Source: an optimization exercise on an open RTL-to-GDS flow (aim: small area). Production flows keep margins and buffers that such runs may drop.
At most, simulation tests tie the RTL to the original design; equivalence was not proved.
Power and IR drop assume default switching activity. No driver is modelled on the clock port, so clocking that relies on it looks cheaper here than on a real chip.

== the baseline ==
// image_thresholder
module image_thresholder (
    input  wire        clk,
    input  wire        rst,           
    input  wire        cmd_valid,
    output wire        cmd_ready,
    input  wire [31:0] cmd_data,
    input  wire [7:0]  rd_idx,
    output reg  [31:0] rd_data,
    output wire        out_valid,
    input  wire        out_ready,
    output reg  [7:0]  out_data,
    output wire        out_last
);
Size in the first run: about 2300 flip-flops, roughly 87 I/O pins, ~0.054 mm^2 of cells after synthesis.
==> flow/config.mk <==
export PLATFORM = sky130hd
export DESIGN_NAME = image_thresholder
export DESIGN_NICKNAME = image_thresholder
export VERILOG_FILES = /design/flow/design.v
export SDC_FILE = /design/flow/constraint.sdc
export NUM_CORES = 4
export LEC_CHECK = 0
export CAP_MARGIN = 20
export CORE_MARGIN = 2
export CORE_UTILIZATION = 40
export SLEW_MARGIN = 20
==> flow/constraint.sdc <==
create_clock -name core_clock -period 12.0 [get_ports {clk}]
set_input_delay 2.4000 -clock core_clock [delete_from_list [all_inputs] [get_ports {clk}]]
set_output_delay 2.4000 -clock core_clock [all_outputs]
set_load 0.01 [all_outputs]
standard.sh (not shown) runs the stock make flow with config.mk's settings and CLKGATE_MAP_FILE= SYNTH_SCRIPT=/design/flow/synth_recipe.tcl, a recipe that flattens the netlist after the stock synthesis.
==> flow/flow/run.sh <==
#!/bin/bash
# Layout flow: the standard ORFS flow (standard.sh) with these changes:
#  - synthesis: the standard flow's own synthesis script, except that ABC maps the
#    combinational logic with an area-oriented script (flow/abc_deep.script)
#    and adders are left to ABC instead of being mapped to fa/ha cells first.
#    Registers are mapped before ABC, so they are the standard synthesis's.
#  - CTS clusters up to 30 flip-flops per leaf buffer and inserts no dummy
#    loads;
#  - ports are buffered with the smallest buffer (buf_1).
# The full output of the flow goes to flow_standard.log in the work folder.
set -euo pipefail
cd "$(dirname "$0")/.."
WORK=$PWD
export FLOW_ABC_SCRIPT=$WORK/flow/abc_deep.script
export FLOW_SYNTH_TCL=$WORK/synth_recipe.tcl
export CTS_ARGS="-sink_clustering_enable -repair_clock_nets -sink_clustering_size 30 -sink_clustering_max_diameter 100 -dont_use_dummy_load"
export BUFFER_PORTS_ARGS="-buffer_cell sky130_fd_sc_hd__buf_1"
bash standard.sh SYNTH_SCRIPT=$WORK/flow/synth_area.tcl ADDER_MAP_FILE= finish > flow_standard.log 2>&1
==> flow/flow/abc_deep.script <==
strash
&get -n
&deepsyn -T 60
&dch -f
&nf -R 1000
&put
topo
dnsize
==> flow/flow/synth_area.tcl <==
# The standard flow's synthesis script (synth_recipe.tcl, in the work folder) with one change:
# the combinational logic is mapped by ABC with an area-oriented script
# (abc_deep.script beside this file) instead of ORFS's default one. Registers
# are mapped before ABC runs, so they are the standard synthesis's.
set ::area_abc_script $::env(FLOW_ABC_SCRIPT)
proc abc {args} {
  set i [lsearch -exact $args -script]
  if {$i >= 0} { set args [lreplace $args $i [expr {$i + 1}] -script $::area_abc_script] }
  yosys abc {*}$args
}
source $::env(FLOW_SYNTH_TCL)
The following lists how the candidate was set up differently from the baseline:
-- flow/design.v --
<<< the baseline, line 73
    reg        npend;           
    reg        sbusy;           
    reg        tbusy;           
    wire [7:0]  op    = cmd_data[31:24];
    wire [23:0] imm   = cmd_data[23:0];
>>> the candidate, line 73
    reg        npend;           
    reg        sbusy;           
    wire [7:0]  op    = cmd_data[31:24];
    wire [23:0] imm   = cmd_data[23:0];
<<< the baseline, line 100
    end
    wire [9:0] pix_sum   = {2'b00, imm[23:16]} + {2'b00, imm[15:8]} + {2'b00, imm[7:0]};
    wire       pix_light = (pix_sum >= 10'd381);
    wire        w_zero = (width == 24'd0);
>>> the candidate, line 99
    end
    wire [9:0] pix_sum   = {2'b00, imm[23:16]} + {2'b00, imm[15:8]} + {2'b00, imm[7:0]};
    wire [9:0] pix_gray  = pix_sum / 10'd3;
    wire       pix_light = (pix_sum >= 10'd381);
    wire        w_zero = (width == 24'd0);
<<< the baseline, line 122
    wire [9:0]  acc_n  = {a[8:0], 1'b0} + (hbit ? {1'b0, rs_c} : 10'd0);
    wire        acc_ov = (acc_n > 10'd256);
    wire [2:0]  t_x    = {ob[1:0], thresh_result[7]};
    wire        t_q    = ob[1] | (ob[0] & thresh_result[7]);
    wire [1:0]  t_rem  = t_q ? (t_x[1:0] - 2'd3) : t_x[1:0];
    wire [11:0] x_inc  = {1'b0, cur_x} + 12'd1;
    wire        x_last = (x_inc == width[11:0]);
    wire        y_full = (cur_y == height[8:0]);    
    assign cmd_ready = !(pend || npend || sbusy || tbusy) && (state != S_EMIT);
    wire   cmd_fire  = cmd_valid && cmd_ready;
    wire        at_tap  = (lpos == a);
>>> the candidate, line 122
    wire [9:0]  acc_n  = {a[8:0], 1'b0} + (hbit ? {1'b0, rs_c} : 10'd0);
    wire        acc_ov = (acc_n > 10'd256);
    wire [11:0] x_inc  = {1'b0, cur_x} + 12'd1;
    wire        x_last = (x_inc == width[11:0]);
    wire        y_full = (cur_y == height[8:0]);    
    assign cmd_ready = !(pend || npend || sbusy) && (state != S_EMIT);
    wire   cmd_fire  = cmd_valid && cmd_ready;
    wire        at_tap  = (lpos == a);
<<< the baseline, line 215
            npend         <= 1'b0;
            sbusy         <= 1'b0;
            tbusy         <= 1'b0;
        end else begin
            if (wr_bit) begin
>>> the candidate, line 212
            npend         <= 1'b0;
            sbusy         <= 1'b0;
        end else begin
            if (wr_bit) begin
<<< the baseline, line 243
                    out_count   <= 10'd0;
                    a           <= 11'd0;
                end
            end
            if (tbusy) begin
                thresh_result[7:0] <= {thresh_result[6:0], t_q};
                ob[1:0]            <= t_rem;
                e                  <= e_inc[7:0];
                if (e[2:0] == 3'd7) begin
                    tbusy            <= 1'b0;
                    thresh_result[8] <= thresh_result[6] | ((&thresh_result[5:0]) & t_q);
                end
            end
>>> the candidate, line 239
                    out_count   <= 10'd0;
                    a           <= 11'd0;
                end
            end
<<< the baseline, line 382
                            end
                        end
                        OP_THRESH: begin
                            thresh_result[7:0] <= pix_sum[7:0];
                            ob[1:0]            <= pix_sum[9:8];
                            e                  <= 8'd0;
                            tbusy              <= 1'b1;
                        end
                        OP_FINISH: begin
                            if (!y_full) begin
>>> the candidate, line 369
                            end
                        end
                        OP_THRESH: thresh_result <= {pix_light, pix_gray[7:0]};
                        OP_FINISH: begin
                            if (!y_full) begin
Notes after the runs:
On worst-skew pair later-pin latency, the candidate and the baseline are basically level. Going from the baseline to the candidate, number of multi-input combinational cells in the layout went up 2.3%; critical path depth went down 9; synthesized cell count went up 0.67%; number of global-route vias before repair went up 445. Summary of the candidate over the baseline: total area of multi-input combinational cells up about 2%, area of the die flat, post-layout total power up 0.63%, fraction of area in registers down 0.15 points.
No functional check of the RTL was part of the candidate.

---

Another version of the RTL of image_thresholder (not shown whole).
Size: roughly 2,300 flip-flops, about 87 I/O pins, roughly 53,000 um^2 of cells after synthesis.
Settings: LEC_CHECK=0, CAP_MARGIN=20, CORE_MARGIN=2, CORE_UTILIZATION=40, SLEW_MARGIN=20; clock period 12.0 ns.
==> flow/flow/run.sh <==
#!/bin/bash
# Layout flow: the standard ORFS flow (standard.sh) with these changes:
#  - synthesis: the standard flow's own synthesis script, except that ABC maps the
#    combinational logic with an area-oriented script (flow/abc_deep.script)
#    and adders are left to ABC instead of being mapped to fa/ha cells first.
#    Registers are mapped before ABC, so they are the standard synthesis's.
#  - CTS clusters up to 30 flip-flops per leaf buffer (clkbuf_16), builds
#    the upper levels of the tree from clkbuf_8, and inserts no dummy
#    loads;
#  - ports are buffered with the smallest buffer (buf_1).
# The full output of the flow goes to flow_standard.log in the work folder.
set -euo pipefail
cd "$(dirname "$0")/.."
WORK=$PWD
export FLOW_ABC_SCRIPT=$WORK/flow/abc_deep.script
export FLOW_SYNTH_TCL=$WORK/synth_recipe.tcl
export CTS_ARGS="-sink_clustering_enable -repair_clock_nets -sink_clustering_size 30 -sink_clustering_max_diameter 100 -dont_use_dummy_load -root_buf sky130_fd_sc_hd__clkbuf_8 -tree_buf sky130_fd_sc_hd__clkbuf_8 -sink_clustering_buffer sky130_fd_sc_hd__clkbuf_16"
export BUFFER_PORTS_ARGS="-buffer_cell sky130_fd_sc_hd__buf_1"
bash standard.sh SYNTH_SCRIPT=$WORK/flow/synth_area.tcl ADDER_MAP_FILE= finish > flow_standard.log 2>&1
Scripts as last shown in full above: flow/flow/abc_deep.script, flow/flow/synth_area.tcl
Rerun with:
--- a/flow/design.v
+++ b/flow/design.v
@@ -65,13 +65,12 @@
     reg [10:0] a;               
     reg [7:0]  ob;              
     reg [2:0]  ph;              
     reg        ov;              
     reg        lf;              
     reg        pend;            
-    reg        pad;             
     reg        npend;           
     reg        sbusy;           
     reg        tbusy;           
     wire [7:0]  op    = cmd_data[31:24];
     wire [23:0] imm   = cmd_data[23:0];
     reg op_known;
@@ -125,12 +124,13 @@
     wire [1:0]  t_rem  = t_q ? (t_x[1:0] - 2'd3) : t_x[1:0];
     wire [11:0] x_inc  = {1'b0, cur_x} + 12'd1;
     wire        x_last = (x_inc == width[11:0]);
     wire        y_full = (cur_y == height[8:0]);    
     assign cmd_ready = !(pend || npend || sbusy || tbusy) && (state != S_EMIT);
     wire   cmd_fire  = cmd_valid && cmd_ready;
+    wire        pad     = (cur_x == 11'd0);
     wire        at_tap  = (lpos == a);
     wire [7:0]  e       = cur_x[7:0];
     wire [10:0] a_inc   = a + 11'd1;
     wire        wr_bit  = pend && at_tap;
     wire        nm_slot = (lpos[3:0] == name_len[3:0]);
     wire        wr_name = npend && nm_slot;
@@ -216,13 +216,12 @@
             tbusy         <= 1'b0;
             a             <= 11'd0;
             ob            <= 8'd0;
             ph            <= P_MARK;
             ov            <= 1'b0;
             lf            <= 1'b0;
-            pad           <= 1'b0;
         end else begin
             if (wr_bit) begin
                 a <= a_inc;
                 if (pad && (a_inc[2:0] != 3'd0))
                     ob[0] <= 1'b0;
                 else
@@ -249,14 +248,14 @@
                     a           <= 11'd0;
                 end
             end
             if (tbusy) begin
                 thresh_result[7:0] <= {thresh_result[6:0], t_q};
                 ob[1:0]            <= t_rem;
-                ob[4:2]            <= ob[4:2] + 3'd1;
-                if (ob[4:2] == 3'd7) begin
+                ph                 <= ph + 3'd1;
+                if (ph == 3'd7) begin
                     tbusy            <= 1'b0;
                     thresh_result[8] <= thresh_result[6] | ((&thresh_result[5:0]) & t_q);
                 end
             end
             if (state == S_EMIT) begin
                 if (ov) begin
@@ -375,25 +374,25 @@
                         OP_PIXEL: begin
                             if (y_full) begin
                                 state <= S_ERROR;
                                 err   <= ERR_OVERRUN;
                             end else begin
                                 pend  <= 1'b1;
-                                pad   <= x_last;
                                 ob[0] <= pix_light ^ flag_inv;
                                 if (x_last) begin
                                     cur_x <= 11'd0;
                                     cur_y <= cur_y + 9'd1;
                                 end else begin
                                     cur_x <= x_inc[10:0];
                                 end
                             end
                         end
                         OP_THRESH: begin
                             thresh_result[7:0] <= pix_sum[7:0];
-                            ob[4:0]            <= {3'd0, pix_sum[9:8]};
+                            ob[1:0]            <= pix_sum[9:8];
+                            ph                 <= 3'd0;
                             tbusy              <= 1'b1;
                         end
                         OP_FINISH: begin
                             if (!y_full) begin
                                 state <= S_ERROR;
                                 err   <= ERR_UNDERRUN;
=> The changed run completed with no timing, DRC or antenna violations. Worst hold slack degrades by 0.013 ns. Clock-buffer cell count rises by 2. Synthesized area stays flat. Core utilization stays flat. Worst setup slack improves by 1.0 ns. Power hardly moves. Clock skew rose by 0.023 ns. Register-to-register slack got worse by 0.40 ns. Routed wire length rose by 2.2%. Global-route usage rose by 0.25 points.
The RTL of the second run of this note was laid out without a check of its function.

what the ideal ports hide:
Ports are ideal in the flow. The routed layouts listed here were re-timed in OpenROAD. Step 1 assumes that a clkbuf_16 drives the clock port and a buf_2 every other input. Step 2 moves the port delays by t, midway between the first and last clock arrival at a register: inputs arrive t later, outputs are due t later. That takes back most of the time a late clock gives input paths. Slacks: ideal / step 1 / step 2; pairs: ideal / step 1.
run	shift t [ns]	slack for setup (ns)	clock arrival spread, ns	worst data-port slew with drivers (ns)
the baseline	0.727	2.274 / 2.206 / 2.933	0.056 / 0.056	0.11
the candidate	0.720	3.447 / 3.378 / 3.434	0.099 / 0.098	0.08
the first run of note 2	0.863	2.408 / 2.346 / 3.209	0.090 / 0.090	0.08
the second run of note 2	0.844	3.442 / 3.378 / 4.221	0.123 / 0.123	0.11
After both steps setup and hold are still met in every run listed. The setup slack of the candidate, which loses most, moves by -0.069 ns with the drivers and by -0.013 ns with both steps.
